What follows belongs to an exercise in optimizing a design on an open flow for small area, a short achievable clock period and few clock cycles per item; a production flow would make more cautious choices.
In this exercise RTL edits were held to simulation tests only and were not proved equivalent to the original.

$ cat flow/run.sh
#!/bin/bash
# synth_recipe.tcl (not shown) runs the flow's synth.tcl, then flattens the netlist and writes it again
# the make line also repeats each setting of config.mk as NAME=value (left out here)
make -C /OpenROAD-flow-scripts/flow DESIGN_CONFIG=/design/flow/config.mk WORK_HOME=/design/flow/orfs CLKGATE_MAP_FILE= SYNTH_SCRIPT=/design/flow/synth_recipe.tcl finish
$ cat flow/config.mk
export PLATFORM = sky130hd
export DESIGN_NAME = tap_mix
export DESIGN_NICKNAME = tap_mix
export VERILOG_FILES = /design/flow/design.v
export SDC_FILE = /design/flow/constraint.sdc
export NUM_CORES = 8
export LEC_CHECK = 0
export CAP_MARGIN = 20
export CORE_MARGIN = 2
export CORE_UTILIZATION = 40
export SLEW_MARGIN = 20
$ cat flow/constraint.sdc
create_clock -name core_clock -period 115.0 [get_ports {clk}]
set_input_delay 23.0000 -clock core_clock [delete_from_list [all_inputs] [get_ports {clk}]]
set_output_delay 23.0000 -clock core_clock [all_outputs]
set_load 0.01 [all_outputs]
$ cat flow/design.v
module fp_add (
    input  wire [31:0] a,
    input  wire [31:0] b,
    output reg  [31:0] y
);
    wire       sa = a[31];
    wire       sb = b[31];
    wire [7:0] ea = a[30:23];
    wire [7:0] eb = b[30:23];
    wire [22:0] fa = a[22:0];
    wire [22:0] fb = b[22:0];
    wire a_nan = (ea == 8'hFF) && (fa != 0);
    wire b_nan = (eb == 8'hFF) && (fb != 0);
    wire a_inf = (ea == 8'hFF) && (fa == 0);
    wire b_inf = (eb == 8'hFF) && (fb == 0);
    wire swap = {eb, fb} > {ea, fa};
    wire        s_big   = swap ? sb : sa;
    wire        s_small = swap ? sa : sb;
    wire [7:0]  e_big   = swap ? eb : ea;
    wire [7:0]  e_small = swap ? ea : eb;
    wire [22:0] f_big   = swap ? fb : fa;
    wire [22:0] f_small = swap ? fa : fb;
    wire [7:0]  ex_big   = (e_big == 0) ? 8'd1 : e_big;
    wire [7:0]  ex_small = (e_small == 0) ? 8'd1 : e_small;
    wire [23:0] m_big    = {(e_big != 0), f_big};
    wire [23:0] m_small  = {(e_small != 0), f_small};
    wire [7:0] diff = ex_big - ex_small;
    reg  [26:0] m_small_al;
    reg  [49:0] sh_full;
    always @* begin
        sh_full = {m_small, 26'd0} >> diff;
        if (diff >= 8'd27)
            m_small_al = {26'd0, (m_small != 0)};
        else
            m_small_al = {sh_full[49:24], (sh_full[23:0] != 0)};
    end
    wire        sub = s_big ^ s_small;
    wire [27:0] sum = sub ? ({1'b0, m_big, 3'b000} - {1'b0, m_small_al})
                          : ({1'b0, m_big, 3'b000} + {1'b0, m_small_al});
    reg [4:0] lz;
    integer i;
    always @* begin
        lz = 5'd27;
        for (i = 0; i <= 26; i = i + 1)
            if (sum[i]) lz = 5'd26 - i[4:0];
    end
    reg  [26:0] norm;
    reg  [8:0]  e_norm;
    reg  [4:0]  lshift;
    always @* begin
        if (sum[27]) begin
            norm   = {sum[27:2], (sum[1] | sum[0])};
            e_norm = {1'b0, ex_big} + 9'd1;
            lshift = 5'd0;
        end else begin
            if ({4'd0, lz} < ex_big)
                lshift = lz;
            else
                lshift = ex_big[4:0] - 5'd1;
            norm   = sum[26:0] << lshift;
            e_norm = {1'b0, ex_big} - {4'd0, lshift};
        end
    end
    wire        g     = norm[2];
    wire        r     = norm[1];
    wire        st    = norm[0];
    wire        inc   = g & (r | st | norm[3]);
    wire [24:0] m_rnd = {1'b0, norm[26:3]} + {24'd0, inc};
    reg [8:0]  e_fin;
    reg [22:0] f_fin;
    always @* begin
        if (m_rnd[24]) begin
            e_fin = e_norm + 9'd1;
            f_fin = m_rnd[23:1];
        end else begin
            e_fin = m_rnd[23] ? e_norm : 9'd0;
            f_fin = m_rnd[22:0];
        end
    end
    always @* begin
        if (a_nan || b_nan || (a_inf && b_inf && (sa != sb)))
            y = 32'h7FC00000;
        else if (a_inf || b_inf)
            y = {s_big, 8'hFF, 23'd0};
        else if (sum == 0)
            y = {(sa & sb), 31'd0};
        else if (e_fin >= 9'd255)
            y = {s_big, 8'hFF, 23'd0};
        else
            y = {s_big, e_fin[7:0], f_fin};
    end
endmodule
module fp_mul (
    input  wire [31:0] a,
    input  wire [31:0] b,
    output reg  [31:0] y
);
    wire       s  = a[31] ^ b[31];
    wire [7:0] ea = a[30:23];
    wire [7:0] eb = b[30:23];
    wire [22:0] fa = a[22:0];
    wire [22:0] fb = b[22:0];
    wire a_nan  = (ea == 8'hFF) && (fa != 0);
    wire b_nan  = (eb == 8'hFF) && (fb != 0);
    wire a_inf  = (ea == 8'hFF) && (fa == 0);
    wire b_inf  = (eb == 8'hFF) && (fb == 0);
    wire a_zero = (ea == 0) && (fa == 0);
    wire b_zero = (eb == 0) && (fb == 0);
    wire [23:0] ma = {(ea != 0), fa};
    wire [23:0] mb = {(eb != 0), fb};
    wire [9:0]  exa = (ea == 0) ? 10'd1 : {2'd0, ea};
    wire [9:0]  exb = (eb == 0) ? 10'd1 : {2'd0, eb};
    wire [47:0] p = ma * mb;
    reg [5:0] lz;
    integer i;
    always @* begin
        lz = 6'd48;
        for (i = 0; i <= 47; i = i + 1)
            if (p[i]) lz = 6'd47 - i[5:0];
    end
    wire [47:0] pn = p << lz;
    wire signed [11:0] e_r = $signed({2'd0, exa}) + $signed({2'd0, exb})
                             - 12'sd126 - $signed({6'd0, lz});
    reg  [47:0] ps;
    reg         sticky_lo;
    reg  [11:0] rsh;
    reg  [8:0]  e_pre;
    always @* begin
        if (e_r <= 0) begin
            rsh = 12'd1 - e_r;
            if (rsh >= 12'd48) begin
                ps        = 48'd0;
                sticky_lo = (pn != 0);
            end else begin
                ps        = pn >> rsh;
                sticky_lo = ((pn << (12'd48 - rsh)) != 0);
            end
            e_pre = 9'd0;
        end else begin
            rsh       = 12'd0;
            ps        = pn;
            sticky_lo = 1'b0;
            e_pre     = (e_r > 12'sd255) ? 9'd255 : e_r[8:0];
        end
    end
    wire        g     = ps[23];
    wire        st    = (ps[22:0] != 0) | sticky_lo;
    wire        inc   = g & (st | ps[24]);
    wire [24:0] m_rnd = {1'b0, ps[47:24]} + {24'd0, inc};
    reg [8:0]  e_fin;
    reg [22:0] f_fin;
    always @* begin
        if (m_rnd[24]) begin
            e_fin = e_pre + 9'd1;
            f_fin = m_rnd[23:1];
        end else if (e_pre == 0) begin
            e_fin = m_rnd[23] ? 9'd1 : 9'd0;
            f_fin = m_rnd[22:0];
        end else begin
            e_fin = e_pre;
            f_fin = m_rnd[22:0];
        end
    end
    always @* begin
        if (a_nan || b_nan || (a_inf && b_zero) || (b_inf && a_zero))
            y = 32'h7FC00000;
        else if (a_inf || b_inf)
            y = {s, 8'hFF, 23'd0};
        else if (a_zero || b_zero)
            y = {s, 31'd0};
        else if (e_fin >= 9'd255)
            y = {s, 8'hFF, 23'd0};
        else
            y = {s, e_fin[7:0], f_fin};
    end
endmodule
module tap_mix (
    input  wire        clk,
    input  wire        rst,
    input  wire        in_valid,
    output wire        in_ready,
    input  wire [31:0] a,
    input  wire [31:0] b,
    input  wire [31:0] frac,
    input  wire [31:0] x,
    input  wire [31:0] dw,
    output reg         out_valid,
    input  wire        out_ready,
    output reg  [31:0] y
);
    localparam [31:0] ONE  = 32'h3F800000;
    localparam [31:0] HALF = 32'h3F000000;
    wire [31:0] b_minus_a, frac_prod, interp;
    fp_add u_diff   (.a(b),    .b({~a[31], a[30:0]}), .y(b_minus_a));
    fp_mul u_fmul   (.a(frac), .b(b_minus_a),         .y(frac_prod));
    fp_add u_interp (.a(a),    .b(frac_prod),         .y(interp));
    wire        frac_zero = (frac[30:0] == 31'd0);
    wire [31:0] tap = frac_zero ? a : interp;
    wire [31:0] one_minus_dw, half_dw, ws;
    fp_add u_omdw (.a(ONE),          .b({~dw[31], dw[30:0]}), .y(one_minus_dw));
    fp_mul u_hdw  (.a(dw),           .b(HALF),                .y(half_dw));
    fp_add u_ws   (.a(one_minus_dw), .b(half_dw),             .y(ws));
    wire [31:0] dry, wet, mix;
    fp_mul u_dry (.a(ws),  .b(x),   .y(dry));
    fp_mul u_wet (.a(dw),  .b(tap), .y(wet));
    fp_add u_mix (.a(dry), .b(wet), .y(mix));
    assign in_ready = !out_valid || out_ready;
    always @(posedge clk) begin
        if (rst) begin
            out_valid <= 1'b0;
        end else if (in_valid && in_ready) begin
            out_valid <= 1'b1;
        end else if (out_ready) begin
            out_valid <= 1'b0;
        end
    end
    always @(posedge clk) begin
        if (in_valid && in_ready)
            y <= mix;
    end
endmodule
==> notes.md <==
worst max-delay path, delay by kind of cell:
kind	cells	cell delay, ps
AO/OA/AOI/OAI	164	35760
XOR/XNOR	12	2540
adder cells (fa/ha/maj)	39	14290
buffers and inverters	48	9460
multiplexers	12	4060
AND/OR/NAND/NOR	118	20400
cell type report:
type / count / share of cell area (%)
tap: 5197 / 3.87
antenna: 15 / 0.0223
clock inverter: 3 / 0.0275
timing repair buffer: 1232 / 5.83
multi-input combinational: 18792 / 84.5
inverter: 2256 / 5.05
sequential: 33 / 0.583
timing repair inverter: 1 / 0.00298
clock buffer: 5 / 0.0744
path summary, 6_finish.rpt:
check / endpoint / slack, ps / depth (start not counted)
setup / recovery: y[1] / 5250 / 393
hold / removal: out_valid / 530 / 2
setup reg to reg: y[28] / 113680 / 3
hold reg to reg: out_valid / 530 / 2
cell families (layout without fill, tap and decap cells):
group	Yosys count	count (layout)	share of synthesized area, %
simple gates	8571	8571	25.7
compound gates	6334	6336	28.4
buf+inv	3606	3497	9.02
fa+ha+maj	2582	2582	27.8
xor+xnor	678	678	3.82
mux	622	623	4.65
flops	33	33	0.630
other cells	1	17	0.00241
metrics by stage:
| step | instances |
|---|---|
| after floorplan | 22428 |
| after global placement | 27454 |
| after detailed placement | 27456 |
| after CTS | 27464 |
| after global routing | 27529 |
| final | 27534 |
what timing repair did:
action | 4_1_cts | 5_1_grt
endpoints found under the setup margin | 0 | 32
resized for setup | 0 | 155
setup buffers | 0 | 49
layer usage:
| layer | wire [um] | up-vias | GRT usage, % |
|---|---|---|---|
| met5 | 86 | - | 0 |
| met4 | 43400 | 14 | 17.0 |
| met1 | 329000 | 88328 | 52.3 |
| met3 | 73500 | 2118 | 5.96 |
| li1 | - | 79612 | - |
| met2 | 335000 | 10588 | 58.0 |
flip-flops by register name (all words and copies together), names as in the netlist:
name and flops:
out_valid 1, y 32
Yosys cell counts, drive strengths merged (155+ instances only):
| cell | n |
|---|---|
| o21ai | 1221 |
| mux2i | 405 |
| a21oi | 1358 |
| o22ai | 192 |
| o211ai | 270 |
| o21a | 160 |
| o21bai | 208 |
| nand2b | 195 |
| xnor2 | 468 |
| inv | 2230 |
| xor2 | 210 |
| ha | 1113 |
| a31oi | 286 |
| a211oi | 289 |
| nand2 | 3205 |
| fa | 1468 |
| and3 | 204 |
| nor2 | 1938 |
| buf | 281 |
| a21o | 257 |
| nand3 | 698 |
| clkbuf | 1069 |
| and2 | 522 |
| or3 | 155 |
| nand4 | 207 |
| nor4 | 248 |
| o31ai | 174 |
| a22oi | 156 |
| nor3 | 640 |
==> impl_metrics.yaml <==
cells_and_area:
  drive_gt1_share_pct: 8.61
  post-route-cell-area_mm2: 0.168
  final_core_util_pct: 43.3
  final_common_cell: "nand2_1"
  multi_input_area_mm2: 0.142
  fin_nets: 25066
  nFillCells: 41307
  area_growth_syn_to_layout_pct: 7.98
  ff_latch_area_um2: 981
  final_cell_mix: "nand2_1, inv_1, nor2_1, fa_1, a21oi_1"
place:
  post-place-ws_ps: 2020
  portBuffers: 197
  hpwl_um: 625000
  place_congestion: 1.09
  dpl_cell_area_mm2: 0.167
die:
  coreArea_mm2: 0.389
  dieArea_mm2: 0.394
  die_h_um: 628
  fp-row-count: 229
  start_util_pct: 40.1
  ioPinCount: 198
  die_w_um: 628
timing:
  skew_ps: 8.09
  setup_viol: 0
  drv_slew: 0
  setup_tns_ps: 0
  max_freq_mhz: 9.11
  fin_ws_ps: 5250
  fin_crit_ps: 109750
  tightestPinTransition_ps: 1350
  period_share_pct: 95.4
  hold_violations: 0
  slew_headroom_pct: 7.51
  hold_ws_ps: 532
clocking:
  cts_buffers: 5
  cts_root_buf: "clkbuf_16"
  clock_sinks: 33
  hold_buffers: 0
  clk_pin_slew_ps: 60
  clk_latency_ps: 290
  cts_tree: "yes"
  cts_max_level: 2
  max-clock-path-buffers: 2
setup_path:
  cpPeakStageDelay_ps: 1060
  critical_path_arrival_ps: 109900
  crit_type: "input pin to flip-flop"
  critPathSlowestCell: "a2111oi_0"
  cp-end-kind: "flip-flop"
  cp.required_ps: 115150
  cp-startpoint: "b[8]"
  timing.rr.start: "out_valid"
  cp-start-kind: "input pin"
  crit_top_cell: "a21oi_1"
  path_max_fanout: 83
route:
  vias: 180660
  routed_wl_um: 781000
  drt_pass1_iterations: 10
  remaining_drc_errors: 0
  wire_per_inst_um: 28.4
  detail-route-antenna-nets: 0
  viasPerCell: 6.56
  first_iter_violations: 22833
global_routing:
  grt_max_degree: 84
  first_global_vias: 173712
  grt_pass1_wl_um: 1160000
  antenna_found_initial: 24
  grt_use_total_pct: 37.9
  overflow: 0
synthesis:
  yosysTopAreaCellShare_pct: 18.9
  yosysSeqAreaShare_pct: 0.630
  synth.largest_area_cell: "fa_1"
  ys_async_sr_fraction_pct: 0
  avgSynthCellArea_um2: 6.95
  synth_ff_type: "edfxtp_1"
  synth_warnings: 3
  synthCells: 22427
  synthTopCellsByArea: "fa_1, ha_1, nand2_1"
  ys_ff_latch: 33
  netlist_area_mm2: 0.156
  ys_types: 164
  synth_edf_count: 32
min_path:
  hold_path_class: "flip-flop to flip-flop"
  hp-start: "out_valid"
job:
  drv_cap: 0
run_status:
  status: "finished clean"
Testbench counts, summed over its fixed seeds: cycles 12,008, items 12,000.

[what the ideal ports hide]
Ports are ideal in the flow. The routed layout listed here was re-timed in OpenROAD. Step 1, drivers: a clkbuf_16 drives clk and a buf_2 each remaining input, both assumed. Step 2 adds t to the input delays and takes it off the output delays; t is the mean of the earliest and latest rising clock arrival at the registers after step 1. Input paths then give back, and output paths get back, about the clock's delay inside the block. a / b / c = no drivers / after step 1 / after step 2; a / b = the first two.
shift t [ns]: 0.318
setup slack, ns: 5.251 / 5.249 / 4.932
hold WS [ns]: 0.532 / 0.532 / 0.532
After both steps setup and hold are still met in this run. The setup slack of this run moves by -0.002 ns with the drivers and by -0.319 ns with both steps.
